Context: an optimization exercise on an open-source flow, tuned for small area, a short achievable clock period and few clock cycles. The choices shown serve that exercise and are no tape-out recipe. In this exercise RTL edits were held to simulation tests only and were not proved equivalent to the original. Power and IR drop assume default switching activity.

File: flow/config.mk
export PLATFORM = sky130hd
export DESIGN_NAME = lzw_decoder
export DESIGN_NICKNAME = lzw_decoder
export VERILOG_FILES = /design/flow/design.v
export SDC_FILE = /design/flow/constraint.sdc
export NUM_CORES = 4
export LEC_CHECK = 0
export CAP_MARGIN = 20
export CORE_MARGIN = 2
export CORE_UTILIZATION = 60
export SLEW_MARGIN = 20
export SYNTH_MEMORY_MAX_BITS = 16384
File: flow/constraint.sdc
create_clock -name core_clock -period 8.0 [get_ports {clk}]
set_input_delay 1.6000 -clock core_clock [delete_from_list [all_inputs] [get_ports {clk}]]
set_output_delay 1.6000 -clock core_clock [all_outputs]
set_load 0.01 [all_outputs]
File: flow/design.v
module lzw_decoder (
    input  wire       clk,
    input  wire       rst,
    input  wire       start,
    input  wire [7:0] in_data,
    input  wire       in_valid,
    input  wire       in_last,
    output wire       in_ready,
    output wire [7:0] out_data,
    output wire       out_valid,
    input  wire       out_ready,
    output wire       done,
    output wire [1:0] status
);
    localparam [8:0] CAP = 9'd511;              
    localparam       RA  = 5;                   
    localparam       RB  = 1 << RA;             
    localparam       FA  = 3;                   
    localparam       CA  = 2;                   
    localparam [1:0] ST_END = 2'd0, ST_CORRUPT = 2'd1, ST_EOS = 2'd2;
    function [7:0] rotr3;
        input [7:0] v;
        rotr3 = {v[2:0], v[7:3]};
    endfunction
    reg          run;           
    reg          done_r;
    reg [1:0]    status_r;
    reg [23:0]   bb;
    reg [4:0]    nb;
    reg          src_done;      
    reg          f_ok;          
    reg          f_eof;         
    reg          rdy;           
    reg [8:0]    dlen;          
    reg          prev_empty;
    reg [8:0]    prev_code;     
    reg [19:0]   cq [0:(1<<CA)-1];
    reg [CA-1:0] ch, ct;
    reg [CA:0]   cn;
    reg [8:0]    dict_prefix [2:254];
    reg [7:0]    dict_byte   [2:254];
    reg [8:0]    dpref;
    reg [7:0]    dbyte;
    reg          wact;          
    reg [8:0]    wcode;         
    reg          wext;          
    reg [8:0]    top_code;      
    reg          top_ext;
    reg          wfirst;        
    reg [7:0]    wcnt;          
    reg [7:0]    wlast;         
    reg          wgrow;         
    reg [7:0]    widx;
    reg [8:0]    wprev;         
    reg [8:0]    wpc;           
    reg [7:0]    prev_first;    
    reg [15:0]   prev_rep;      
    reg          tail_pend;     
    reg          wtail;         
    reg [15:0]   tail_cnt;
    reg [7:0]    ring [0:RB-1];
    reg [RA-1:0] wp;
    reg [RA-1:0] fq [0:(1<<FA)-1];
    reg [FA-1:0] fh, ft;
    reg [FA:0]   fn;
    reg          ract;          
    reg [RA-1:0] rp, re;        
    reg [RA-1:0] csm;           
    reg          ov;
    reg [7:0]    od;
    wire [8:0]   code    = bb[8:0];
    wire         have    = (nb >= 5'd9);
    wire         c_rst   = (code == 9'd257);
    wire         c_self  = (code == dlen);
    wire         full    = (dlen == CAP);
    wire         front_term = have ? !f_ok : src_done;
    wire [1:0]   front_stat = !have ? ST_EOS : (f_eof ? ST_END : ST_CORRUPT);
    wire         cq_room = !cn[CA];
    wire         dec     = run && !done_r && have && f_ok && cq_room;
    wire         enq     = dec && !c_rst && !(c_self && prev_empty);
    wire         e_ext   = c_self && !full;
    wire         e_tail  = c_self && full;
    wire         e_grow  = c_self ? !full : (!prev_empty && !full);
    wire [8:0]   e_code  = c_self ? prev_code : code;
    wire [19:0]  cq_in   = {e_ext, e_tail, e_grow, dlen[7:0], e_code};
    wire         fq_any  = (fn != 0);
    wire         rbusy   = ract | fq_any;
    wire [RA-1:0] rtop   = ract ? re : csm;
    wire         wr_ok   = !rbusy || (wp != rtop);
    wire         fq_room = !fn[FA];
    integer      k;
    always @* begin
        dpref = 9'd0;
        dbyte = 8'd0;
        for (k = 2; k <= 254; k = k + 1) begin
            if (wcode[7:0] == k) begin
                dpref = dpref | dict_prefix[k];
                dbyte = dbyte | dict_byte[k];
            end
        end
    end
    wire         is_root = !wext && !wcode[8];
    wire [7:0]   wbyte   = wext ? prev_first : (wcode[8] ? dbyte : rotr3(wcode[7:0]));
    wire         pass_end  = wfirst ? is_root : (wcnt == wlast);
    wire         long_pass = (wcnt >= RB);
    wire         push_end  = pass_end && !long_pass;
    wire         wstep   = wact && wr_ok && (!push_end || fq_room);
    wire         tstep   = wtail && wr_ok && fq_room;
    wire         push    = (wstep && push_end) || tstep;
    wire         wfree   = (!wact && !wtail) ||
                           (wstep && push_end && !tail_pend) ||
                           (tstep && tail_cnt == 16'd1);
    wire [19:0]  cq_head = cq[ch];
    wire         deq     = wfree && (cn != 0);
    wire [RA-1:0] fhead  = fq[fh];
    wire [RA-1:0] a_rp   = ract ? rp : fhead;
    wire [RA-1:0] a_re   = ract ? re : csm;
    wire         rd      = rbusy && (!ov || out_ready);
    wire         pop     = rd && !ract;
    wire         idle_all = !wact && !wtail && (cn == 0) && !rbusy && !ov;
    assign in_ready  = !start && rdy;
    wire         take    = in_valid && in_ready;
    wire [23:0]  bb_ins  = bb | (take ? ({16'd0, in_data} << nb) : 24'd0);
    wire [4:0]   nb_ins  = nb + (take ? 5'd8 : 5'd0);
    wire [23:0]  bb_n    = dec ? (bb_ins >> 9) : bb_ins;
    wire [4:0]   nb_n    = dec ? (nb_ins - 5'd9) : nb_ins;
    wire [8:0]   dlen_n  = !dec ? dlen :
                           c_rst ? 9'd258 :
                           (!prev_empty && !full) ? (dlen + 9'd1) : dlen;
    wire         done_set = run && !done_r && front_term && idle_all;
    wire         f_ok_n  = (bb_n[8:0] != 9'd256) && (bb_n[8:0] <= dlen_n);
    wire         rdy_n   = run && !done_r && !done_set && !src_done && !(take && in_last) &&
                           ((nb_n <= 5'd8) || ((nb_n <= 5'd15) && f_ok_n));
    assign out_valid = ov;
    assign out_data  = od;
    assign done      = done_r;
    assign status    = status_r;
    always @(posedge clk) begin
        if (!rst && !start && wact && wfirst && is_root && wgrow) begin
            dict_prefix[widx] <= wprev;
            dict_byte[widx]   <= rotr3(wcode[7:0]);
        end
        if (!rst && !start && (wstep || tstep))
            ring[wp] <= wtail ? prev_first : wbyte;
        if (!rst && !start && push)
            fq[ft] <= wp;
        if (!rst && !start && enq)
            cq[ct] <= cq_in;
        if (rd)
            od <= ring[a_rp];
    end
    always @(posedge clk) begin
        if (rst) begin
            run        <= 1'b0;
            done_r     <= 1'b0;
            status_r   <= ST_END;
            bb         <= 24'd0;
            nb         <= 5'd0;
            src_done   <= 1'b0;
            f_ok       <= 1'b1;
            f_eof      <= 1'b0;
            rdy        <= 1'b0;
            dlen       <= 9'd258;
            prev_empty <= 1'b1;
            prev_code  <= 9'd0;
            ch         <= 0;
            ct         <= 0;
            cn         <= 0;
            wact       <= 1'b0;
            wcode      <= 9'd0;
            wext       <= 1'b0;
            top_code   <= 9'd0;
            top_ext    <= 1'b0;
            wfirst     <= 1'b0;
            wcnt       <= 8'd0;
            wlast      <= 8'd0;
            wgrow      <= 1'b0;
            widx       <= 8'd0;
            wprev      <= 9'd0;
            wpc        <= 9'd0;
            prev_first <= 8'd0;
            prev_rep   <= 16'd0;
            tail_pend  <= 1'b0;
            wtail      <= 1'b0;
            tail_cnt   <= 16'd0;
            wp         <= {RA{1'b1}};
            fh         <= 0;
            ft         <= 0;
            fn         <= 0;
            ract       <= 1'b0;
            rp         <= 0;
            re         <= 0;
            csm        <= {RA{1'b1}};
            ov         <= 1'b0;
        end else if (start) begin
            run        <= 1'b1;
            done_r     <= 1'b0;
            status_r   <= ST_END;
            bb         <= 24'd0;
            nb         <= 5'd0;
            src_done   <= 1'b0;
            f_ok       <= 1'b1;
            f_eof      <= 1'b0;
            rdy        <= 1'b1;
            dlen       <= 9'd258;
            prev_empty <= 1'b1;
            ch         <= 0;
            ct         <= 0;
            cn         <= 0;
            wact       <= 1'b0;
            prev_rep   <= 16'd0;
            tail_pend  <= 1'b0;
            wtail      <= 1'b0;
            wp         <= {RA{1'b1}};
            fh         <= 0;
            ft         <= 0;
            fn         <= 0;
            ract       <= 1'b0;
            csm        <= {RA{1'b1}};
            ov         <= 1'b0;
        end else begin
            if (take)
                src_done <= in_last;
            bb    <= bb_n;
            nb    <= nb_n;
            dlen  <= dlen_n;
            f_ok  <= f_ok_n;
            f_eof <= (bb_n[8:0] == 9'd256);
            rdy   <= rdy_n;
            if (dec) begin
                if (c_rst) begin
                    prev_empty <= 1'b1;
                end else if (c_self) begin
                    if (!prev_empty && !full)
                        prev_code <= code;
                end else begin
                    prev_code  <= code;
                    prev_empty <= 1'b0;
                end
            end
            if (enq)
                ct <= ct + 1'b1;
            if (deq)
                ch <= ch + 1'b1;
            cn <= cn + enq - deq;
            if (done_set) begin
                done_r   <= 1'b1;
                status_r <= front_stat;
            end
            if (wact && wfirst && is_root)
                prev_first <= rotr3(wcode[7:0]);
            if (wstep || tstep)
                wp <= wp - 1'b1;
            if (wstep) begin
                wcnt <= wcnt + 8'd1;
                if (!wext)
                    wcode <= dpref;
                wext <= 1'b0;
                if (pass_end) begin
                    if (long_pass) begin
                        wcode  <= top_code;
                        wext   <= top_ext;
                        wfirst <= 1'b0;
                        wcnt   <= 8'd0;
                        wlast  <= wcnt - RB;
                    end else begin
                        wact <= 1'b0;
                        if (tail_pend) begin
                            tail_pend <= 1'b0;
                            wtail     <= 1'b1;
                        end
                    end
                end
            end
            if (tstep) begin
                tail_cnt <= tail_cnt - 16'd1;
                if (tail_cnt == 16'd1)
                    wtail <= 1'b0;
            end
            if (deq) begin
                wact      <= 1'b1;
                wcode     <= cq_head[8:0];
                top_code  <= cq_head[8:0];
                wext      <= cq_head[19];
                top_ext   <= cq_head[19];
                tail_pend <= cq_head[18];
                wgrow     <= cq_head[17];
                widx      <= cq_head[16:9];
                wprev     <= wpc;
                if (cq_head[19])
                    wpc <= {1'b1, cq_head[16:9]};
                else if (!cq_head[18])
                    wpc <= cq_head[8:0];
                wfirst    <= 1'b1;
                wcnt      <= 8'd0;
                if (cq_head[18]) begin
                    tail_cnt <= prev_rep + 16'd1;
                    prev_rep <= prev_rep + 16'd1;
                end else begin
                    prev_rep <= 16'd0;
                end
            end
            if (push)
                ft <= ft + 1'b1;
            if (pop)
                fh <= fh + 1'b1;
            fn <= fn + push - pop;
            if (rd) begin
                ov <= 1'b1;
                if (!ract)
                    csm <= fhead - 1'b1;
                if (a_rp == a_re) begin
                    ract <= 1'b0;
                end else begin
                    ract <= 1'b1;
                    rp   <= a_rp + 1'b1;
                    re   <= a_re;
                end
            end else if (out_ready) begin
                ov <= 1'b0;
            end
            if (wstep && pass_end && long_pass) begin
                ract <= 1'b1;
                rp   <= wp;
                re   <= wp - 1'b1;
                csm  <= wp - 1'b1;
            end
        end
    end
endmodule
File: flow/run.sh
#!/bin/bash
# synth_recipe.tcl (not shown) runs the flow's synth.tcl, then flattens the netlist and writes it again
# the make line also repeats each setting of config.mk as NAME=value (left out here)
make -C /OpenROAD-flow-scripts/flow DESIGN_CONFIG=/design/flow/config.mk WORK_HOME=/design/flow/orfs CLKGATE_MAP_FILE= SYNTH_SCRIPT=/design/flow/synth_recipe.tcl finish
==> results.json, run 1 <==
{
  "cts_resized": 0,
  "post_cts_buffers": 0,
  "clock-sinks": 4892,
  "cts_buffers": 477,
  "status": "did not finish",
  "grtUsageTotal_pct": 88.2,
  "place_hpwl_um": 836000,
  "pin_count": 27,
  "place_congestion": 1.49,
  "grt_pass1_wl_um": 1780000,
  "yosysUniqueCellTypes": 95,
  "synth-edff-count": 4685,
  "async_reset_ff_share_pct": 0,
  "grt_pass1_vias": 160000,
  "synth-main-ff-cell": "edfxtp_1",
  "synth_area_um2": 184000,
  "htreeDepth": 5,
  "synth_cells": 11000,
  "cts-root-buf": "clkbuf_16",
  "rows": 203,
  "stop_stage": "global routing (5_1_grt)",
  "port_buffers": 26,
  "clockBufferDepth": 4,
  "syn_area_per_cell_um2": 16.7,
  "error": "[ERROR GRT-0116] Global routing finished with congestion. Check the congestion regions in the DRC Viewer.",
  "die_x_um": 558,
  "yosysSeqAreaShare_pct": 78.7,
  "yosysWarnings": 1,
  "grt_max_degree": 152,
  "syn_nets": 11100,
  "overflow": 2144,
  "synth_seq_cells": 4892,
  "cts_hold_buffers": 0,
  "start_util_pct": 60.2,
  "die_h_um": 558
}
==> cell usage after synthesis, types with 14 or more instances <==
library cell  count  area, um2
buf_2           217       1090
nor2_2           18        113
a221oi_1         69        604
a222oi_1         98        981
a22oi_1        1650      12400
nand2_1         575       2160
or4_1            33        248
o22a_1           14        123
buf_4            29        218
clkbuf_1        327       1230
nor4_1          110        688
nand2b_1         17        106
a22o_1          145       1270
nand4_1         202       1260
edfxtp_1       4685     141000
nor3_1          112        561
and3_1          103        644
nor2b_1          31        194
xnor2_1          30        263
nor3b_1          17        128
mux4_2           74       1670
a211oi_1         36        270
dfxtp_1         207       4140
xor2_1           45        394
nand3b_1         19        143
or3_1            17        106
inv_1            44        165
buf_1            50        188
a2111oi_0        31        272
a311oi_1         15        131
a32oi_1          53        464
mux2_2           38        428
mux2i_1          81        811
nand3_1         153        766
ha_1             41        513
o22ai_1         198       1240
o21ai_0         120        601
nor2_1          792       2970
a21oi_1         199        996
a31oi_1          30        188
o211ai_1         39        293
==> stage by stage <==
step / setup slack (ns) / total power [mW] / instances / utilization, % / area, um2
CTS: 0.912 / 62.2 / 16400 / 70.3 / 215000
detailed placement: 0.951 / 39.6 / 15500 / 65.1 / 199000
global placement: -0.118 / 39.4 / 15500 / 64.6 / 197000
floorplan: 0.348 / 34.2 / 11000 / - / 184000
==> power by group through the flow <==
stage	clock [mW]	sequential [mW]	combinational, mW
after floorplan	0	30.8	3.47
after detailed placement	0	30.3	9.28
after CTS	23.1	29.8	9.33
after global placement	0	30.3	9.07
==> how the worst min path moves through the flow <==
stage          endpoint  slack, ns  depth (start not counted)
2_1_floorplan    bb[19]       0.42                          2
3_3_place_gp   wprev[5]       0.43                          2
3_5_place_dp   wprev[5]       0.44                          2
4_1_cts          bb[18]       0.45                          2
==> cell families after synthesis <==
group | count (synthesis) | share of synthesized area (%)
DFF | 4892 | 78.7
adders and majority gates | 43 | 0.300
xor gates and xnor gates | 75 | 0.357
AOI/OAI and AO/OA | 2817 | 11.3
and+or+nand+nor | 2317 | 6.09
buffers and inverters | 683 | 1.65
muxes | 194 | 1.59
==> metal layers <==
metal / overflow / track usage, %
met3: 406 / 84.8
met4: 532 / 80.7
met1: 399 / 89.8
met2: 753 / 93.9
met5: 54 / 74.8
Testbench counts, summed over its fixed seeds: cycles 175,784.
==> run 2, diff against run 1 <==
--- a/flow/design.v
+++ b/flow/design.v
@@ -88,16 +88,9 @@
     wire [RA-1:0] rtop   = ract ? re : csm;
     wire         wr_ok   = !rbusy || (wp != rtop);
     wire         fq_room = !fn[FA];
-    integer      k;
     always @* begin
-        dpref = 9'd0;
-        dbyte = 8'd0;
-        for (k = 2; k <= 254; k = k + 1) begin
-            if (wcode[7:0] == k) begin
-                dpref = dpref | dict_prefix[k];
-                dbyte = dbyte | dict_byte[k];
-            end
-        end
+        dpref = dict_prefix[wcode[7:0]];
+        dbyte = dict_byte[wcode[7:0]];
     end
     wire         is_root = !wext && !wcode[8];
     wire [7:0]   wbyte   = wext ? prev_first : (wcode[8] ? dbyte : rotr3(wcode[7:0]));
@@ -136,12 +129,12 @@
     assign done      = done_r;
     assign status    = status_r;
     always @(posedge clk) begin
-        if (!rst && !start && wact && wfirst && is_root && wgrow) begin
+        if (!rst && !start && wact && wfirst && wgrow) begin
             dict_prefix[widx] <= wprev;
             dict_byte[widx]   <= rotr3(wcode[7:0]);
         end
         if (!rst && !start && (wstep || tstep))
-            ring[wp] <= wtail ? prev_first : wbyte;
+            ring[wp] <= wbyte;
         if (!rst && !start && push)
             fq[ft] <= wp;
         if (!rst && !start && enq)
@@ -162,34 +155,18 @@
             rdy        <= 1'b0;
             dlen       <= 9'd258;
             prev_empty <= 1'b1;
-            prev_code  <= 9'd0;
             ch         <= 0;
             ct         <= 0;
             cn         <= 0;
             wact       <= 1'b0;
-            wcode      <= 9'd0;
-            wext       <= 1'b0;
-            top_code   <= 9'd0;
-            top_ext    <= 1'b0;
-            wfirst     <= 1'b0;
-            wcnt       <= 8'd0;
-            wlast      <= 8'd0;
-            wgrow      <= 1'b0;
-            widx       <= 8'd0;
-            wprev      <= 9'd0;
-            wpc        <= 9'd0;
-            prev_first <= 8'd0;
             prev_rep   <= 16'd0;
             tail_pend  <= 1'b0;
             wtail      <= 1'b0;
-            tail_cnt   <= 16'd0;
             wp         <= {RA{1'b1}};
             fh         <= 0;
             ft         <= 0;
             fn         <= 0;
             ract       <= 1'b0;
-            rp         <= 0;
-            re         <= 0;
             csm        <= {RA{1'b1}};
             ov         <= 1'b0;
         end else if (start) begin
@@ -268,6 +245,7 @@
                         if (tail_pend) begin
                             tail_pend <= 1'b0;
                             wtail     <= 1'b1;
+                            wext      <= 1'b1;
                         end
                     end
                 end
--- a/flow/config.mk
+++ b/flow/config.mk
@@ -7,6 +7,7 @@
 export LEC_CHECK = 0
 export CAP_MARGIN = 20
 export CORE_MARGIN = 2
-export CORE_UTILIZATION = 60
+export CORE_UTILIZATION = 40
+export SETUP_SLACK_MARGIN = 3.5
 export SLEW_MARGIN = 20
 export SYNTH_MEMORY_MAX_BITS = 16384
==> results.json, run 2 <==
{
  "max_freq_mhz": 206,
  "dieArea_um2": 484000,
  "finalCritPeriodShare_pct": 60.5,
  "p_per_area_nw_per_um2": 327,
  "endpoint_kind": "flop",
  "synth-main-ff-cell": "edfxtp_1",
  "min_to": "wprev[6]",
  "drc": 0,
  "grt_pass1_vias": 96800,
  "setup.worst_path.class": "input port to flop",
  "slew-limit-headroom_pct": 12.7,
  "status": "no timing/DRC/antenna violations",
  "drtAntennaViolNets": 0,
  "fin_crit_ns": 4.84,
  "vdd_ir_drop_max_uv": 274,
  "yosysTopAreaCellShare_pct": 75.2,
  "ff2ff_setup_slack_ns": 3.37,
  "synth_most_common_cell": "edfxtp_1",
  "hold_start": "wpc[6]",
  "fin_util_pct": 45.8,
  "layout_commonest_cell": "edfxtp_1",
  "path_clk_slew_ns": 0.06,
  "htreeDepth": 5,
  "clock_skew_ns": 0.0714,
  "overflow": 0,
  "fin_nets": 9768,
  "clock_latency_ns": 1.04,
  "largest_register_ffs": 2277,
  "hold-worst-slack_ns": 0.423,
  "slew_viol_final": 0,
  "pin_count": 27,
  "syn_area_per_cell_um2": 20.6,
  "clock-sinks": 4900,
  "cts_buffers": 481,
  "netlist_top_cells_count": "4792 x edfxtp_1, 1108 x mux4_2, 482 x nor2_1",
  "rows": 254,
  "vias_per_cell": 5.99,
  "critPathRequiredTime_ns": 8.59,
  "critical_path.startpoint_type": "input port",
  "syn_nets": 9352,
  "async_reset_ff_share_pct": 0,
  "drive_gt1_share_pct": 26.5,
  "die_x_um": 696,
  "layout_common_cells": "4792 x edfxtp_1, 1108 x mux4_2, 483 x clkbuf_16",
  "yosysWarnings": 1,
  "synth_cells": 9296,
  "die_h_um": 696,
  "grt_max_degree": 205,
  "worst-r2r-cell-count": 10,
  "clockBufferDepth": 4,
  "setup_violations": 0,
  "synthTopCellsByArea": "edfxtp_1 75%, mux4_2 13%, mux2i_1 1.2%",
  "yosysUniqueCellTypes": 86,
  "cp.arrival_ns": 5.43,
  "cts_hold_buffers": 0,
  "worst-slew-pin-transition_ns": 1.31,
  "synth_seq_cells": 4900,
  "start_util_pct": 40.1,
  "place_congestion": 0.885,
  "wl_um": 548000,
  "port_buffers": 26,
  "rsz0062_at_grt": "yes",
  "rr_endpoint": "wcode[2]",
  "top_register": "dict_prefix",
  "antenna_found_initial": 31,
  "drt_iter0_drc": 14200,
  "power_leakage_nw": 67.6,
  "yosysTopAreaCell": "edfxtp_1",
  "vias": 99000,
  "area_growth_pct": 14.3,
  "cts_tree": "built",
  "grt_pass1_wl_um": 764000,
  "fp.coreArea_um2": 477000,
  "grtUsageTotal_pct": 22.2,
  "maxCapViolCount": 0,
  "first_pass_iters": 10,
  "min_path_cells": 0,
  "hold_class": "flop to flop",
  "place_hpwl_um": 329000,
  "synth-edff-count": 4792,
  "yosysSeqAreaShare_pct": 76.3,
  "hold_violations": 0,
  "wire_per_inst_um": 33.1,
  "synth_area_um2": 191000,
  "finalSetupTns_ns": 0,
  "path_max_fanout": 17,
  "cts-root-buf": "clkbuf_16"
}
run 2: cell count changes after synthesis, sizes merged, moves of 131 or more:
cell   previous run  this run
nand4           203        40
nor2            810       482
nand2           575       286
mux4             74      1108
o22ai           198        67
a22o            145        10
a22oi          1650       235
mux2i            81       235
run 2: cell type report:
cell class	instances	area (um2)
fill	39700	259000
sequential	4900	146000
multi-input combinational	3797	43900
clock buffer	566	12400
tap	6400	8010
timing repair buffer	468	4750
clock inverter	325	3230
inverter	64	262
antenna	12	30.0
run 2: worst max path at each step:
stage | startpoint | endpoint | slack, ns | depth (start not counted)
final | start | dict_prefix[45][8] | 3.16 | 8
after global routing | start | dict_byte[39][7] | 3.06 | 8
after CTS | start | dict_byte[205][0] | 3.29 | 6
after detailed placement | start | dict_prefix[136][8] | 1.27 | 7
after global placement | start | dict_prefix[134][3] | 1.32 | 7
after floorplan | wcode[0] | ring[0][5] | 3.50 | 2
run 2: worst max-delay path, cell delays in order:
cell	delay, ns
clkdlybuf4s50_1	0.50
or2_2	0.41
nor3_2	0.41
nand2_1	0.30
nor3_1	0.27
buf_4	0.22
nand2_1	0.61
nor2_2	1.07
run 2: kinds of logic (layout without fill, tap and decap cells):
logic type	count (synthesis)	after routing	share of synthesized area, %
adder cells (fa/ha/maj)	42	42	0.283
buffers and inverters	603	1423	1.58
flip-flops	4900	4900	76.3
multiplexers	1408	1408	14.7
XOR/XNOR	84	84	0.385
other	0	12	0
AO/OA/AOI/OAI	1033	1036	3.81
AND/OR/NAND/NOR	1226	1227	2.93
run 2: metal layers:
| layer | GRT usage [%] | wire length (um) | vias to the layer above |
|---|---|---|---|
| met1 | 31.0 | 213000 | 52600 |
| li1 | - | - | 39700 |
| met5 | 0 | 69 | - |
| met2 | 34.3 | 253000 | 5682 |
| met4 | 8.40 | 22600 | 10 |
| met3 | 4.95 | 59000 | 979 |
run 2: power breakdown:
part	switching, mW	total, mW	internal [mW]
Sequential	0.260	29.6	29.4
Combinational	12.7	19.4	6.72
Clock	9.79	22.5	12.7
Total	22.8	71.6	48.8
run 2: repair_timing:
action                                  4_1_cts  5_1_grt
buffers inserted                             72       17
gates resized for setup                     161       93
cloned                                        7        0
endpoints found under the setup margin     3435     1583
pin swaps                                    42       20
run 2: through the flow:
step / total power, mW / instances / worst slack (ns) / cell area, um2
after detailed placement: 48.8 / 15500 / 1.27 / 201000
after floorplan: 41.1 / 9296 / 3.50 / 191000
final: 71.6 / 16500 / 3.16 / 219000
after global routing: 73.3 / 16500 / 3.06 / 219000
after global placement: 48.6 / 15500 / 1.32 / 200000
after CTS: 71.6 / 16500 / 3.29 / 218000
Testbench counts of run 2, summed over its fixed seeds: cycles 175,784.
==> run 3, diff against run 2 <==
--- a/flow/design.v
+++ b/flow/design.v
@@ -43,6 +43,8 @@
     reg [7:0]    dbyte;
     reg          wact;          
     reg [8:0]    wcode;         
+    localparam [5:0] QX1 = 6'b111111, QX2 = 6'b010101, QX3 = 6'b101010;
+    reg [5:0]    wq0, wq1, wq2, wq3;
     reg          wext;          
     reg [8:0]    top_code;      
     reg          top_ext;
@@ -51,7 +53,15 @@
     reg [7:0]    wlast;         
     reg          wgrow;         
     reg [7:0]    widx;
-    reg [8:0]    wprev;         
+    reg          pw_en;         
+    reg [7:0]    pw_idx;
+    reg [8:0]    pw_d;
+    reg          bw_en;         
+    reg [7:0]    bw_idx;
+    reg [7:0]    bw_d;
+    reg          hz;            
+    reg          wr_ok;         
+    reg          fq_room;       
     reg [8:0]    wpc;           
     reg [7:0]    prev_first;    
     reg [15:0]   prev_rep;      
@@ -86,14 +96,24 @@
     wire         fq_any  = (fn != 0);
     wire         rbusy   = ract | fq_any;
     wire [RA-1:0] rtop   = ract ? re : csm;
-    wire         wr_ok   = !rbusy || (wp != rtop);
-    wire         fq_room = !fn[FA];
+    wire [8:0]   dp0 = dict_prefix[{2'd0, wq0}];
+    wire [8:0]   dp1 = dict_prefix[{2'd1, wq1 ^ QX1}];
+    wire [8:0]   dp2 = dict_prefix[{2'd2, wq2 ^ QX2}];
+    wire [8:0]   dp3 = dict_prefix[{2'd3, wq3 ^ QX3}];
+    wire [7:0]   db0 = dict_byte[{2'd0, wq0}];
+    wire [7:0]   db1 = dict_byte[{2'd1, wq1 ^ QX1}];
+    wire [7:0]   db2 = dict_byte[{2'd2, wq2 ^ QX2}];
+    wire [7:0]   db3 = dict_byte[{2'd3, wq3 ^ QX3}];
     always @* begin
-        dpref = dict_prefix[wcode[7:0]];
-        dbyte = dict_byte[wcode[7:0]];
+        case (wcode[7:6])
+        2'd0: begin dpref = dp0; dbyte = db0; end
+        2'd1: begin dpref = dp1; dbyte = db1; end
+        2'd2: begin dpref = dp2; dbyte = db2; end
+        default: begin dpref = dp3; dbyte = db3; end
+        endcase
     end
     wire         is_root = !wext && !wcode[8];
-    wire [7:0]   wbyte   = wext ? prev_first : (wcode[8] ? dbyte : rotr3(wcode[7:0]));
+    wire [7:0]   wbyte   = (wext || hz) ? prev_first : (wcode[8] ? dbyte : rotr3(wcode[7:0]));
     wire         pass_end  = wfirst ? is_root : (wcnt == wlast);
     wire         long_pass = (wcnt >= RB);
     wire         push_end  = pass_end && !long_pass;
@@ -105,12 +125,22 @@
                            (tstep && tail_cnt == 16'd1);
     wire [19:0]  cq_head = cq[ch];
     wire         deq     = wfree && (cn != 0);
+    wire [8:0]   wcode_n = deq ? cq_head[8:0] :
+                           (pass_end && long_pass) ? top_code :
+                           (wext ? wcode : dpref);
     wire [RA-1:0] fhead  = fq[fh];
     wire [RA-1:0] a_rp   = ract ? rp : fhead;
     wire [RA-1:0] a_re   = ract ? re : csm;
     wire         rd      = rbusy && (!ov || out_ready);
     wire         pop     = rd && !ract;
     wire         idle_all = !wact && !wtail && (cn == 0) && !rbusy && !ov;
+    wire         lload   = wstep && pass_end && long_pass;
+    wire         ract_n  = lload || (rd ? (a_rp != a_re) : ract);
+    wire [RA-1:0] re_n   = lload ? (wp - 1'b1) : ((rd && a_rp != a_re) ? a_re : re);
+    wire [RA-1:0] csm_n  = lload ? (wp - 1'b1) : ((rd && !ract) ? (fhead - 1'b1) : csm);
+    wire [FA:0]  fn_n    = fn + push - pop;
+    wire [RA-1:0] wp_n   = (wstep || tstep) ? (wp - 1'b1) : wp;
+    wire         wr_ok_n = !(ract_n || (fn_n != 0)) || (wp_n != (ract_n ? re_n : csm_n));
     assign in_ready  = !start && rdy;
     wire         take    = in_valid && in_ready;
     wire [23:0]  bb_ins  = bb | (take ? ({16'd0, in_data} << nb) : 24'd0);
@@ -121,23 +151,32 @@
                            c_rst ? 9'd258 :
                            (!prev_empty && !full) ? (dlen + 9'd1) : dlen;
     wire         done_set = run && !done_r && front_term && idle_all;
-    wire         f_ok_n  = (bb_n[8:0] != 9'd256) && (bb_n[8:0] <= dlen_n);
+    wire [8:0]   dlen_d  = c_rst ? 9'd258 : ((!prev_empty && !full) ? (dlen + 9'd1) : dlen);
+    wire         ok_k    = (bb_ins[8:0] != 9'd256) && (bb_ins[8:0] <= dlen);
+    wire         ok_d    = (bb_ins[17:9] != 9'd256) && (bb_ins[17:9] <= dlen_d);
+    wire         f_ok_n  = dec ? ok_d : ok_k;
+    wire         rdy_k   = (nb_ins <= 5'd8) || ((nb_ins <= 5'd15) && ok_k);
+    wire         rdy_d   = (nb_ins <= 5'd17) || ((nb_ins <= 5'd24) && ok_d);
     wire         rdy_n   = run && !done_r && !done_set && !src_done && !(take && in_last) &&
-                           ((nb_n <= 5'd8) || ((nb_n <= 5'd15) && f_ok_n));
+                           (dec ? rdy_d : rdy_k);
     assign out_valid = ov;
     assign out_data  = od;
     assign done      = done_r;
     assign status    = status_r;
     always @(posedge clk) begin
-        if (!rst && !start && wact && wfirst && wgrow) begin
-            dict_prefix[widx] <= wprev;
-            dict_byte[widx]   <= rotr3(wcode[7:0]);
-        end
-        if (!rst && !start && (wstep || tstep))
+        if (pw_en)
+            dict_prefix[pw_idx] <= pw_d;
+        if (bw_en)
+            dict_byte[bw_idx] <= bw_d;
+        pw_idx <= cq_head[16:9];
+        pw_d   <= wpc;
+        bw_idx <= widx;
+        bw_d   <= rotr3(wcode[7:0]);
+        if ((wstep || tstep))
             ring[wp] <= wbyte;
-        if (!rst && !start && push)
+        if (push)
             fq[ft] <= wp;
-        if (!rst && !start && enq)
+        if (enq)
             cq[ct] <= cq_in;
         if (rd)
             od <= ring[a_rp];
@@ -169,6 +208,10 @@
             ract       <= 1'b0;
             csm        <= {RA{1'b1}};
             ov         <= 1'b0;
+            pw_en      <= 1'b0;
+            bw_en      <= 1'b0;
+            wr_ok      <= 1'b1;
+            fq_room    <= 1'b1;
         end else if (start) begin
             run        <= 1'b1;
             done_r     <= 1'b0;
@@ -195,7 +238,15 @@
             ract       <= 1'b0;
             csm        <= {RA{1'b1}};
             ov         <= 1'b0;
+            pw_en      <= 1'b0;
+            bw_en      <= 1'b0;
+            wr_ok      <= 1'b1;
+            fq_room    <= 1'b1;
         end else begin
+            pw_en   <= deq && cq_head[17];
+            bw_en   <= wact && wfirst && wgrow && is_root;
+            wr_ok   <= wr_ok_n;
+            fq_room <= !fn_n[FA];
             if (take)
                 src_done <= in_last;
             bb    <= bb_n;
@@ -226,16 +277,21 @@
             end
             if (wact && wfirst && is_root)
                 prev_first <= rotr3(wcode[7:0]);
+            if (wstep || deq) begin
+                wcode <= wcode_n;
+                wq0   <= wcode_n[5:0];
+                wq1   <= wcode_n[5:0] ^ QX1;
+                wq2   <= wcode_n[5:0] ^ QX2;
+                wq3   <= wcode_n[5:0] ^ QX3;
+            end
             if (wstep || tstep)
                 wp <= wp - 1'b1;
             if (wstep) begin
                 wcnt <= wcnt + 8'd1;
-                if (!wext)
-                    wcode <= dpref;
                 wext <= 1'b0;
+                hz   <= 1'b0;
                 if (pass_end) begin
                     if (long_pass) begin
-                        wcode  <= top_code;
                         wext   <= top_ext;
                         wfirst <= 1'b0;
                         wcnt   <= 8'd0;
@@ -257,14 +313,13 @@
             end
             if (deq) begin
                 wact      <= 1'b1;
-                wcode     <= cq_head[8:0];
                 top_code  <= cq_head[8:0];
                 wext      <= cq_head[19];
                 top_ext   <= cq_head[19];
                 tail_pend <= cq_head[18];
                 wgrow     <= cq_head[17];
                 widx      <= cq_head[16:9];
-                wprev     <= wpc;
+                hz        <= wact && wgrow && (cq_head[8:0] == {1'b1, widx});
                 if (cq_head[19])
                     wpc <= {1'b1, cq_head[16:9]};
                 else if (!cq_head[18])
@@ -297,7 +352,7 @@
             end else if (out_ready) begin
                 ov <= 1'b0;
             end
-            if (wstep && pass_end && long_pass) begin
+            if (lload) begin
                 ract <= 1'b1;
                 rp   <= wp;
                 re   <= wp - 1'b1;
--- a/flow/config.mk
+++ b/flow/config.mk
@@ -7,7 +7,9 @@
 export LEC_CHECK = 0
 export CAP_MARGIN = 20
 export CORE_MARGIN = 2
-export CORE_UTILIZATION = 40
-export SETUP_SLACK_MARGIN = 3.5
+export CORE_UTILIZATION = 70
+export CTS_CLUSTER_DIAMETER = 70
+export CTS_CLUSTER_SIZE = 25
+export SETUP_SLACK_MARGIN = 4.3
 export SLEW_MARGIN = 20
 export SYNTH_MEMORY_MAX_BITS = 16384
==> results.json, run 3 <==
{
  "async_reset_ff_share_pct": 0,
  "cts-root-buf": "clkbuf_16",
  "synth-main-ff-cell": "edfxtp_1",
  "path_max_fanout": 6,
  "p_per_area_nw_per_um2": 263,
  "slew-limit-headroom_pct": 13.0,
  "overflow": 0,
  "power_leakage_nw": 64.0,
  "fin_nets": 9265,
  "synth_most_common_cell": "edfxtp_1",
  "netlist_top_cells_count": "4790 x edfxtp_1, 1418 x mux4_2, 738 x nor2_1",
  "setup.worst_path.class": "flop to flop",
  "die_h_um": 530,
  "fin_util_pct": 76.3,
  "start_util_pct": 70.5,
  "area_growth_pct": 8.23,
  "grt_max_degree": 245,
  "grt_pass1_wl_um": 658000,
  "drtAntennaViolNets": 0,
  "r2r-start": "wq1[0]",
  "largest_register_ffs": 2277,
  "synthTopCellsByArea": "edfxtp_1 74%, mux4_2 17%, dfxtp_1 1.5%",
  "finalSetupTns_ns": 0,
  "drive_gt1_share_pct": 25.9,
  "pre_cts_ws_ns": 2.54,
  "hold_violations": 0,
  "synth_cells": 9065,
  "multi_input_area_um2": 45500,
  "cts_tree": "built",
  "place_hpwl_um": 259000,
  "clock_skew_ns": 0.0477,
  "cp-startpoint": "wq1[0]",
  "htreeDepth": 4,
  "grt_pass1_vias": 91400,
  "clockBufferDepth": 4,
  "slew_viol_final": 0,
  "synth_seq_cells": 4933,
  "yosysSeqAreaShare_pct": 75.8,
  "vias": 93100,
  "layout_common_cells": "4790 x edfxtp_1, 1418 x mux4_2, 677 x nor2_1",
  "synth-edff-count": 4790,
  "syn_nets": 9133,
  "rows": 192,
  "syn_area_per_cell_um2": 21.3,
  "place_congestion": 0.870,
  "power_mw": 55.1,
  "first_pass_iters": 6,
  "clock-sinks": 4933,
  "max_freq_mhz": 233,
  "critPathRequiredTime_ns": 8.73,
  "yosysTopAreaCellShare_pct": 74.4,
  "layout_commonest_cell": "edfxtp_1",
  "yosysUniqueCellTypes": 83,
  "status": "no timing/DRC/antenna violations",
  "yosysTopAreaCell": "edfxtp_1",
  "cp.arrival_ns": 5.03,
  "maxCapViolCount": 0,
  "setup_violations": 0,
  "worst-slew-pin-transition_ns": 1.30,
  "dieArea_um2": 281000,
  "cts_hold_buffers": 0,
  "clock_latency_ns": 0.97,
  "fin_crit_ns": 4.30,
  "grtUsageTotal_pct": 33.1,
  "endpoint_kind": "flop",
  "setup_slack_ns": 3.70,
  "crit_top_cell": "buf_12",
  "vias_per_cell": 7.16,
  "yosysWarnings": 1,
  "postPlaceCellArea_um2": 198000,
  "cp_num_buf_inv": 8,
  "hold_class": "flop to flop",
  "slowest_stage": "mux4_2",
  "critPathMaxStageDelay_ns": 0.61,
  "stdcell_area_um2": 209000,
  "die_x_um": 530,
  "finalCritPeriodShare_pct": 53.8,
  "drc": 0,
  "port_buffers": 26,
  "antenna_found_initial": 10,
  "hold_start": "wpc[1]",
  "synth_area_um2": 193000,
  "wl_um": 457000,
  "pin_count": 27,
  "path_clk_slew_ns": 0.10,
  "seq_area_um2": 147000,
  "fill_cells": 14500,
  "cp_cell_sequence": "buf_12, buf_16, buf_12, buf_12, buf_8, buf_12, buf_16, mux4_2, mux4_2, mux4_2, mux2i_4, a211oi_4, o221a_1, a21oi_2, inv_1",
  "critical_path.startpoint_type": "flop",
  "vdd_ir_drop_max_uv": 249,
  "crit_family": "multiplexers",
  "top_register": "dict_prefix",
  "wire_per_inst_um": 35.1,
  "cts_buffers": 228,
  "fp.coreArea_um2": 274000,
  "drt_iter0_drc": 13400,
  "rsz0062_at_grt": "yes"
}
-- run 3: cell types whose count changed in the layout (fill, tap and decap cells not counted), moves of 66 or more --
cell       delta
clkinv_2    -106
clkinv_1    -101
a22oi_1     -229
nor2_4      -103
nor2_2       -66
nand3_1      -83
mux2i_1     -142
mux4_2      +310
nor2_1      +426
clkbuf_16   -247
buf_4       -180
-- run 3: kinds of logic (layout without fill, tap and decap cells) --
logic type               count (synthesis)  after routing  synth area share, %
AO/OA/AOI/OAI                          453            469                 1.46
XOR/XNOR                               101            101                0.457
adder cells (fa/ha/maj)                 54             54                0.357
buffers and inverters                  576            807                 1.41
flip-flops                            4933           4933                 75.8
multiplexers                          1590           1593                 17.5
other                                    0              8                    0
AND/OR/NAND/NOR                       1358           1358                 3.02
-- run 3: final timing paths --
| kind | end | slack, ns | cells past startpoint |
|---|---|---|---|
| setup / recovery | wcode[1] | 3.70 | 15 |
| hold / removal | pw_d[1] | 0.35 | 0 |
| setup reg to reg | wcode[1] | 3.70 | 15 |
| hold reg to reg | pw_d[1] | 0.35 | 0 |
-- run 3: cell type report --
type / count / share of cell area, %
Timing Repair inverter: 2 / 0.00837
Clock buffer: 301 / 2.94
Tap cell: 3686 / 2.20
Timing Repair Buffer: 379 / 2.61
Clock inverter: 47 / 0.189
Multi-Input combinational cell: 3575 / 21.8
Inverter: 78 / 0.160
Sequential cell: 4933 / 70.1
Antenna cell: 8 / 0.00956
-- run 3: worst register-to-register path, delay by kind of cell, from the launching register on --
family	cells	cell delay (ns)
mux	4	1.97
buf+inv	8	1.06
compound gates	3	0.58
flops	1	0.44
-- run 3: per-layer routing --
layer	vias to the layer above	part of all wire, %	global-route usage (%)
met1	49500	38	49.2
met2	5332	49	52.7
met5	-	0.0063	0
met3	763	9.5	5.11
met4	4	3.6	9.41
li1	37500	-	-
-- run 3: metrics by stage --
step | instances | hold WS (ns)
2_1_floorplan | 9065 | 0.323
6_report | 13000 | 0.352
4_1_cts | 13000 | 0.343
3_3_place_gp | 12400 | 0.328
5_1_grt | 13000 | 0.355
3_5_place_dp | 12400 | 0.328
-- run 3: power by group --
group          internal (mW)  total [mW]  switching (mW)
Sequential              29.2        29.7           0.511
Combinational           5.40        12.2            6.79
Clock                   5.52        13.2            7.70
Total                   40.1        55.1            15.0
-- run 3: repair_timing --
item | 4_1_cts | 5_1_grt
pin swaps | 40 | 52
gates cloned | 71 | 2
resized for setup | 321 | 147
hold endpoints to repair | 0 | 0
buffers inserted | 93 | 37
endpoints found under the setup margin | 714 | 778
Testbench counts of run 3, summed over its fixed seeds: cycles 175,784.
==> run 4, diff against run 3 <==
--- a/flow/design.v
+++ b/flow/design.v
@@ -37,8 +37,16 @@
     reg [19:0]   cq [0:(1<<CA)-1];
     reg [CA-1:0] ch, ct;
     reg [CA:0]   cn;
-    reg [8:0]    dict_prefix [2:254];
-    reg [7:0]    dict_byte   [2:254];
+    localparam [8:0] PX1 = 9'h1ff, PX2 = 9'h155, PX3 = 9'h0aa;
+    localparam [7:0] BX1 = 8'hff,  BX2 = 8'h55,  BX3 = 8'haa;
+    reg [8:0]    dict_prefix0 [2:63];
+    reg [8:0]    dict_prefix1 [0:63];
+    reg [8:0]    dict_prefix2 [0:63];
+    reg [8:0]    dict_prefix3 [0:62];
+    reg [7:0]    dict_byte0   [2:63];
+    reg [7:0]    dict_byte1   [0:63];
+    reg [7:0]    dict_byte2   [0:63];
+    reg [7:0]    dict_byte3   [0:62];
     reg [8:0]    dpref;
     reg [7:0]    dbyte;
     reg          wact;          
@@ -55,10 +63,10 @@
     reg [7:0]    widx;
     reg          pw_en;         
     reg [7:0]    pw_idx;
-    reg [8:0]    pw_d;
+    reg [8:0]    pw_d0, pw_d1, pw_d2, pw_d3;
     reg          bw_en;         
     reg [7:0]    bw_idx;
-    reg [7:0]    bw_d;
+    reg [7:0]    bw_d0, bw_d1, bw_d2, bw_d3;
     reg          hz;            
     reg          wr_ok;         
     reg          fq_room;       
@@ -96,14 +104,14 @@
     wire         fq_any  = (fn != 0);
     wire         rbusy   = ract | fq_any;
     wire [RA-1:0] rtop   = ract ? re : csm;
-    wire [8:0]   dp0 = dict_prefix[{2'd0, wq0}];
-    wire [8:0]   dp1 = dict_prefix[{2'd1, wq1 ^ QX1}];
-    wire [8:0]   dp2 = dict_prefix[{2'd2, wq2 ^ QX2}];
-    wire [8:0]   dp3 = dict_prefix[{2'd3, wq3 ^ QX3}];
-    wire [7:0]   db0 = dict_byte[{2'd0, wq0}];
-    wire [7:0]   db1 = dict_byte[{2'd1, wq1 ^ QX1}];
-    wire [7:0]   db2 = dict_byte[{2'd2, wq2 ^ QX2}];
-    wire [7:0]   db3 = dict_byte[{2'd3, wq3 ^ QX3}];
+    wire [8:0]   dp0 = dict_prefix0[wq0];
+    wire [8:0]   dp1 = dict_prefix1[wq1 ^ QX1];
+    wire [8:0]   dp2 = dict_prefix2[wq2 ^ QX2];
+    wire [8:0]   dp3 = dict_prefix3[wq3 ^ QX3];
+    wire [7:0]   db0 = dict_byte0[wq0];
+    wire [7:0]   db1 = dict_byte1[wq1 ^ QX1];
+    wire [7:0]   db2 = dict_byte2[wq2 ^ QX2];
+    wire [7:0]   db3 = dict_byte3[wq3 ^ QX3];
     always @* begin
         case (wcode[7:6])
         2'd0: begin dpref = dp0; dbyte = db0; end
@@ -164,14 +172,32 @@
     assign done      = done_r;
     assign status    = status_r;
     always @(posedge clk) begin
-        if (pw_en)
-            dict_prefix[pw_idx] <= pw_d;
-        if (bw_en)
-            dict_byte[bw_idx] <= bw_d;
+        if (pw_en && pw_idx[7:6] == 2'd0)
+            dict_prefix0[pw_idx[5:0]] <= pw_d0;
+        if (pw_en && pw_idx[7:6] == 2'd1)
+            dict_prefix1[pw_idx[5:0]] <= pw_d1 ^ PX1;
+        if (pw_en && pw_idx[7:6] == 2'd2)
+            dict_prefix2[pw_idx[5:0]] <= pw_d2 ^ PX2;
+        if (pw_en && pw_idx[7:6] == 2'd3)
+            dict_prefix3[pw_idx[5:0]] <= pw_d3 ^ PX3;
+        if (bw_en && bw_idx[7:6] == 2'd0)
+            dict_byte0[bw_idx[5:0]] <= bw_d0;
+        if (bw_en && bw_idx[7:6] == 2'd1)
+            dict_byte1[bw_idx[5:0]] <= bw_d1 ^ BX1;
+        if (bw_en && bw_idx[7:6] == 2'd2)
+            dict_byte2[bw_idx[5:0]] <= bw_d2 ^ BX2;
+        if (bw_en && bw_idx[7:6] == 2'd3)
+            dict_byte3[bw_idx[5:0]] <= bw_d3 ^ BX3;
         pw_idx <= cq_head[16:9];
-        pw_d   <= wpc;
+        pw_d0  <= wpc;
+        pw_d1  <= wpc ^ PX1;
+        pw_d2  <= wpc ^ PX2;
+        pw_d3  <= wpc ^ PX3;
         bw_idx <= widx;
-        bw_d   <= rotr3(wcode[7:0]);
+        bw_d0  <= rotr3(wcode[7:0]);
+        bw_d1  <= rotr3(wcode[7:0]) ^ BX1;
+        bw_d2  <= rotr3(wcode[7:0]) ^ BX2;
+        bw_d3  <= rotr3(wcode[7:0]) ^ BX3;
         if ((wstep || tstep))
             ring[wp] <= wbyte;
         if (push)
--- a/flow/config.mk
+++ b/flow/config.mk
@@ -7,7 +7,7 @@
 export LEC_CHECK = 0
 export CAP_MARGIN = 20
 export CORE_MARGIN = 2
-export CORE_UTILIZATION = 70
+export CORE_UTILIZATION = 62
 export CTS_CLUSTER_DIAMETER = 70
 export CTS_CLUSTER_SIZE = 25
 export SETUP_SLACK_MARGIN = 4.3
==> results.json, run 4 <==
{
  "area_growth_pct": 9.17,
  "drtAntennaViolNets": 0,
  "path_depth": 13,
  "endpoint_kind": "flop",
  "finalCritPeriodShare_pct": 52.8,
  "cts-root-buf": "clkbuf_16",
  "pwr-share-clk_pct": 25.1,
  "fill_cells": 19500,
  "busiest_layer": "met2",
  "stdcell_area_um2": 211000,
  "grt_pass1_vias": 91200,
  "start_util_pct": 62.2,
  "postPlaceCellArea_um2": 199000,
  "pin_count": 27,
  "synth_area_um2": 194000,
  "drt_iter0_drc": 13500,
  "die_x_um": 563,
  "overflow": 0,
  "pwr-share-comb_pct": 21.3,
  "setup_slack_ns": 3.77,
  "rr_endpoint": "ring[5][0]",
  "grt_pass1_wl_um": 687000,
  "path_clk_slew_ns": 0.10,
  "path_max_fanout": 8,
  "cp-endpoint": "ring[5][0]",
  "clock-sinks": 4950,
  "drive_gt1_share_pct": 26.9,
  "drc": 0,
  "crit_top_cell": "mux4_2",
  "grt_max_degree": 137,
  "post-place-cells": 13000,
  "slew-limit-headroom_pct": 16.0,
  "layout_commonest_cell": "edfxtp_1",
  "met1_usage_pct": 43.8,
  "slew_viol_final": 0,
  "clock_skew_ns": 0.0524,
  "rows": 205,
  "hold_class": "flop to flop",
  "cp.arrival_ns": 4.92,
  "synth_seq_cells": 4950,
  "pre_cts_ws_ns": 2.78,
  "yosysSeqAreaShare_pct": 75.9,
  "fp.coreArea_um2": 311000,
  "wl_um": 498000,
  "rsz0062_at_grt": "yes",
  "cp-startpoint": "wq1[0]",
  "die_h_um": 563,
  "worst-r2r-cell-count": 13,
  "yosysTopAreaCellShare_pct": 74.3,
  "power_leakage_nw": 64.7,
  "maxCapViolCount": 0,
  "cts_buffers": 234,
  "setup.worst_path.class": "flop to flop",
  "hold-worst-slack_ns": 0.378,
  "hold_violations": 0,
  "power_mw": 55.4,
  "yosysWarnings": 1,
  "swShare_pct": 27.0,
  "vias": 94000,
  "fin_crit_ns": 4.23,
  "seqPwrFrac_pct": 53.6,
  "setup_violations": 0,
  "cp_num_buf_inv": 7,
  "finalSetupTns_ns": 0,
  "power.internal_mw": 40.4,
  "status": "no timing/DRC/antenna violations",
  "p_per_area_nw_per_um2": 262,
  "clockBufferDepth": 4,
  "synth_cells": 9137,
  "synth_most_common_cell": "edfxtp_1",
  "met2_usage_pct": 49.9,
  "vdd_ir_drop_max_uv": 181,
  "synth-main-ff-cell": "edfxtp_1",
  "ff2ff_setup_slack_ns": 3.77,
  "port_buffers": 26,
  "wire_per_inst_um": 36.6,
  "synth-edff-count": 4790,
  "dieArea_um2": 317000,
  "syn_area_per_cell_um2": 21.2,
  "fin_util_pct": 67.9,
  "r2r-start": "wq1[0]",
  "critPathMaxStageDelay_ns": 0.58,
  "netlist_top_cells_count": "4790 x edfxtp_1, 1437 x mux4_2, 715 x nor2_1",
  "critPathRequiredTime_ns": 8.69,
  "place_hpwl_um": 293000,
  "slowest_stage": "mux4_2",
  "htreeDepth": 4,
  "antenna_found_initial": 10,
  "place_congestion": 0.866,
  "cts_hold_buffers": 0,
  "layout_common_cells": "4790 x edfxtp_1, 1437 x mux4_2, 611 x nor2_1",
  "fin_nets": 9408,
  "first_pass_iters": 10,
  "cp_cell_sequence": "buf_12, buf_16, buf_16, buf_16, buf_4, mux4_2, mux4_2, mux4_2, mux4_2, mux2i_4, buf_12, a21oi_4, clkbuf_16",
  "use_met3_pct": 4.70,
  "crit_family": "multiplexers",
  "async_reset_ff_share_pct": 0,
  "yosysTopAreaCell": "edfxtp_1",
  "p_switching_mw": 15.0,
  "worst-slew-pin-transition_ns": 1.26,
  "syn_nets": 9205,
  "synthTopCellsByArea": "edfxtp_1 74%, mux4_2 17%, dfxtp_1 1.7%",
  "grtUsageTotal_pct": 30.9,
  "yosysUniqueCellTypes": 66,
  "clock_latency_ns": 0.96,
  "max_freq_mhz": 237,
  "critical_path.startpoint_type": "flop",
  "cts_tree": "built",
  "fin_cells": 13600,
  "vias_per_cell": 6.90
}
-- run 4: changes by cell type after synthesis, moves of 14 or more --
cell,before,now
buf_2,114,141
clkbuf_1,241,267
nor2_1,738,715
o21ai_0,68,82
dfxtp_1,143,160
mux4_2,1418,1437
buf_4,50,8
buf_6,32,6
mux2i_1,103,82
buf_1,61,81
nor3_1,38,60
inv_1,72,105
nand2_1,318,405
-- run 4: worst register-to-register path, cell delays in order, from the launching register on --
cell and delay [ns]:
edfxtp_1 0.44, buf_12 0.17, buf_16 0.15, buf_16 0.17
buf_16 0.17, buf_4 0.14, mux4_2 0.40, mux4_2 0.53
mux4_2 0.57, mux4_2 0.58, mux2i_4 0.20, buf_12 0.15
a21oi_4 0.08, clkbuf_16 0.21
-- run 4: logic make-up (layout without fill, tap and decap cells) --
| kind of cell | Yosys count | in the layout | synth area share [%] |
|---|---|---|---|
| DFF | 4950 | 4950 | 75.9 |
| other | 0 | 14 | 0 |
| and+or+nand+nor | 1430 | 1432 | 3.16 |
| AOI/OAI and AO/OA | 397 | 406 | 1.20 |
| xor gates and xnor gates | 108 | 108 | 0.489 |
| muxes | 1586 | 1586 | 17.5 |
| buffers and inverters | 612 | 934 | 1.32 |
| adders and majority gates | 54 | 54 | 0.357 |
-- run 4: worst min path at each step --
stage | startpoint | endpoint | slack [ns] | cells past startpoint
2_1_floorplan | wpc[8] | pw_d0[8] | 0.35 | 0
3_3_place_gp | wpc[6] | pw_d3[6] | 0.37 | 0
3_5_place_dp | wpc[0] | pw_d3[0] | 0.36 | 0
4_1_cts | wpc[7] | pw_d2[7] | 0.39 | 0
5_1_grt | wpc[7] | pw_d2[7] | 0.39 | 0
6_report | wpc[7] | pw_d2[7] | 0.38 | 0
-- run 4: timing repair --
item | 4_1_cts | 5_1_grt
cloned | 38 | 47
pin swaps | 25 | 46
setup endpoints to repair | 405 | 360
setup buffers | 61 | 107
resized for setup | 146 | 188
-- run 4: layout make-up --
class	instances	area, um2	area share, %
diodes	14	35.0	0.0166
clock inverters	69	797	0.377
repair buffers	457	6170	2.92
clock buffers	297	6270	2.97
well taps	4140	5180	2.45
repair inverters	2	17.5	0.00829
flip-flops and latches	4950	147000	69.6
multi-input cells	3586	45300	21.4
inverters	109	464	0.220
-- run 4: power by group through the flow --
stage / Sequential [mW] / Combinational [mW] / Clock, mW
after floorplan: 30.2 / 6.74 / 0
after global placement: 30.3 / 10.0 / 0
after detailed placement: 30.4 / 10.2 / 0
after CTS: 29.7 / 11.0 / 14.0
after global routing: 29.7 / 12.3 / 14.9
final: 29.7 / 11.8 / 13.9
-- run 4: metal layers --
metal	up-vias	part of all wire (%)
li1	37800	-
met1	50700	38
met2	4677	49
met3	804	8.3
met4	8	4.3
met5	-	0.023
Testbench counts of run 4, summed over its fixed seeds: cycles 175,784.
==> run 5, diff against run 4 <==
--- a/flow/config.mk
+++ b/flow/config.mk
@@ -7,9 +7,9 @@
 export LEC_CHECK = 0
 export CAP_MARGIN = 20
 export CORE_MARGIN = 2
-export CORE_UTILIZATION = 62
+export CORE_UTILIZATION = 70
 export CTS_CLUSTER_DIAMETER = 70
 export CTS_CLUSTER_SIZE = 25
-export SETUP_SLACK_MARGIN = 4.3
+export SETUP_SLACK_MARGIN = 4.6
 export SLEW_MARGIN = 20
 export SYNTH_MEMORY_MAX_BITS = 16384
==> results.json, run 5 <==
{
  "grtUsageTotal_pct": 35.7,
  "clock-sinks": 4950,
  "setup.worst_path.class": "flop to flop",
  "cts_tree": "built",
  "yosysTopAreaCell": "edfxtp_1",
  "antenna_found_initial": 16,
  "status": "no timing/DRC/antenna violations",
  "slew_viol_final": 0,
  "grt_max_degree": 126,
  "die_x_um": 530,
  "setup_violations": 0,
  "postPlaceCellArea_um2": 199000,
  "setup_slack_ns": 3.71,
  "drt_iter0_drc": 14900,
  "yosysTopAreaCellShare_pct": 74.3,
  "path_max_fanout": 8,
  "vdd_ir_drop_max_uv": 212,
  "htreeDepth": 4,
  "rows": 193,
  "layout_common_cells": "4790 x edfxtp_1, 1437 x mux4_2, 556 x nor2_1",
  "syn_area_per_cell_um2": 21.2,
  "synth_cells": 9137,
  "slew-limit-headroom_pct": 17.7,
  "fill_cells": 14400,
  "finalCritPeriodShare_pct": 53.6,
  "layout_commonest_cell": "edfxtp_1",
  "syn_nets": 9205,
  "critPathRequiredTime_ns": 8.63,
  "cts_hold_buffers": 0,
  "pin_count": 27,
  "yosysWarnings": 1,
  "grt_pass1_wl_um": 698000,
  "synth_most_common_cell": "edfxtp_1",
  "fin_util_pct": 77.0,
  "finalSetupTns_ns": 0,
  "grt_pass1_vias": 93200,
  "yosysSeqAreaShare_pct": 75.9,
  "top_layer_used": "met5",
  "die_h_um": 530,
  "area_growth_pct": 9.61,
  "cp.arrival_ns": 4.92,
  "yosysUniqueCellTypes": 66,
  "hold_class": "flop to flop",
  "clockBufferDepth": 4,
  "fin_nets": 9493,
  "rsz0062_at_grt": "yes",
  "wl_um": 496000,
  "drc": 0,
  "maxCapViolCount": 0,
  "power_leakage_nw": 65.3,
  "first_pass_iters": 7,
  "synthTopCellsByArea": "edfxtp_1 74%, mux4_2 17%, dfxtp_1 1.7%",
  "synth-edff-count": 4790,
  "place_hpwl_um": 287000,
  "start_util_pct": 70.2,
  "port_buffers": 26,
  "max_freq_mhz": 233,
  "path_clk_slew_ns": 0.10,
  "clock_latency_ns": 0.98,
  "endpoint_kind": "flop",
  "wire_per_inst_um": 37.4,
  "critical_path.startpoint_type": "flop",
  "stdcell_area_um2": 212000,
  "vias_per_cell": 7.21,
  "netlist_top_cells_count": "4790 x edfxtp_1, 1437 x mux4_2, 715 x nor2_1",
  "fin_crit_ns": 4.29,
  "place_congestion": 0.898,
  "vias": 95700,
  "synth_seq_cells": 4950,
  "worst-slew-pin-transition_ns": 1.23,
  "wl_met2_um": 241000,
  "cts-root-buf": "clkbuf_16",
  "cts_buffers": 229,
  "dr_wl_met3_um": 52500,
  "overflow": 0,
  "synth_area_um2": 194000,
  "clock_skew_ns": 0.0468,
  "fp.coreArea_um2": 276000,
  "synth-main-ff-cell": "edfxtp_1",
  "async_reset_ff_share_pct": 0,
  "dieArea_um2": 281000,
  "p_per_area_nw_per_um2": 261,
  "wl_met1_um": 176000,
  "drive_gt1_share_pct": 28.2,
  "hold_violations": 0,
  "pre_cts_ws_ns": 2.75,
  "drtAntennaViolNets": 0
}
==> run 5: path summary, 6_finish.rpt <==
kind,endpoint,slack [ns],from,cells past startpoint
max reg2reg,ring[12][2],3.71,wq1[0],14
min reg2reg,pw_d0[8],0.40,wpc[8],0
max,ring[12][2],3.71,wq1[0],14
min,pw_d0[8],0.40,wpc[8],0
==> run 5: cell type report <==
type / instances / area [um2] / area share (%)
clock inverters: 53 / 672 / 0.317
repair inverters: 1 / 8.76 / 0.00413
diodes: 14 / 35.0 / 0.0165
repair buffers: 537 / 7280 / 3.43
clock buffers: 307 / 6190 / 2.92
flip-flops and latches: 4950 / 147000 / 69.3
well taps: 3705 / 4640 / 2.18
multi-input cells: 3597 / 45800 / 21.6
inverters: 109 / 462 / 0.218
==> run 5: what timing repair did <==
action,CTS,global route
pin swaps,40,45
endpoints found under the setup margin,556,1305
buffers inserted,150,94
resized for setup,344,209
gates cloned,84,15
==> run 5: report_power, final <==
group	total [mW]	switching, mW	internal, mW	leakage, nW
clock	13.7	7.77	5.90	3.32
sequential	29.6	0.381	29.3	44.5
combinational	12.1	6.70	5.43	17.5
==> run 5: logic make-up after synthesis <==
kind of cell / synth area share [%]
compound gates: 1.20
xor+xnor: 0.489
fa+ha+maj: 0.357
buf+inv: 1.32
flops: 75.9
mux: 17.5
simple gates: 3.16
==> run 5: per-stage QoR <==
step	power [mW]	hold WS (ns)	instances
2_1_floorplan	37.1	0.348	9137
3_3_place_gp	40.2	0.376	12500
3_5_place_dp	40.4	0.376	12500
4_1_cts	54.9	0.398	13100
5_1_grt	56.7	0.402	13300
6_report	55.4	0.405	13300
==> run 5: metal layers <==
metal | up-vias | global-route usage (%)
met5 | - | 0.0684
li1 | 38000 | -
met1 | 50700 | 50.6
met3 | 986 | 6.91
met4 | 14 | 15.9
met2 | 6058 | 55.7
==> run 5: critical path, cell delays in order (launching register included) <==
cell	delay, ns
edfxtp_1	0.42
buf_12	0.17
buf_16	0.16
buf_12	0.14
buf_16	0.13
buf_12	0.13
buf_8	0.11
mux4_2	0.44
mux4_2	0.47
mux4_2	0.56
mux4_2	0.68
mux2i_4	0.20
buf_4	0.14
buf_12	0.10
a21oi_4	0.09

[separate check: timing with driven ports]
How much do the figures lean on ideal ports? The routed layouts below were timed once more, with nothing changed but the port constraints.
Step 1, drivers: a clkbuf_16 drives clk and a buf_2 each remaining input, both assumed.
Step 2 adds t to the input delays and takes it off the output delays; t is the mean of the earliest and latest rising clock arrival at the registers after step 1. Input paths then give back, and output paths get back, about the clock's delay inside the block.
a / b / c = ideal / step 1 / step 2; a / b = the first two.
run | shift t [ns] | setup slack, ns | worst setup path at the end | worst slew at a driven data input, ns
run 2 | 1.130 | 3.156 / 3.251 / 2.121 | input to register | 0.04
run 3 | 1.040 | 3.700 / 3.700 / 3.129 | input to register | 0.05
run 4 | 1.040 | 3.773 / 3.773 / 3.399 | input to register | 0.05
run 5 | 1.070 | 3.711 / 3.711 / 3.186 | input to register | 0.05
After both steps setup and hold are still met in every run listed. For run 2, which loses most, drivers alone change the setup slack by +0.095 ns; drivers and shift together by -1.035 ns.
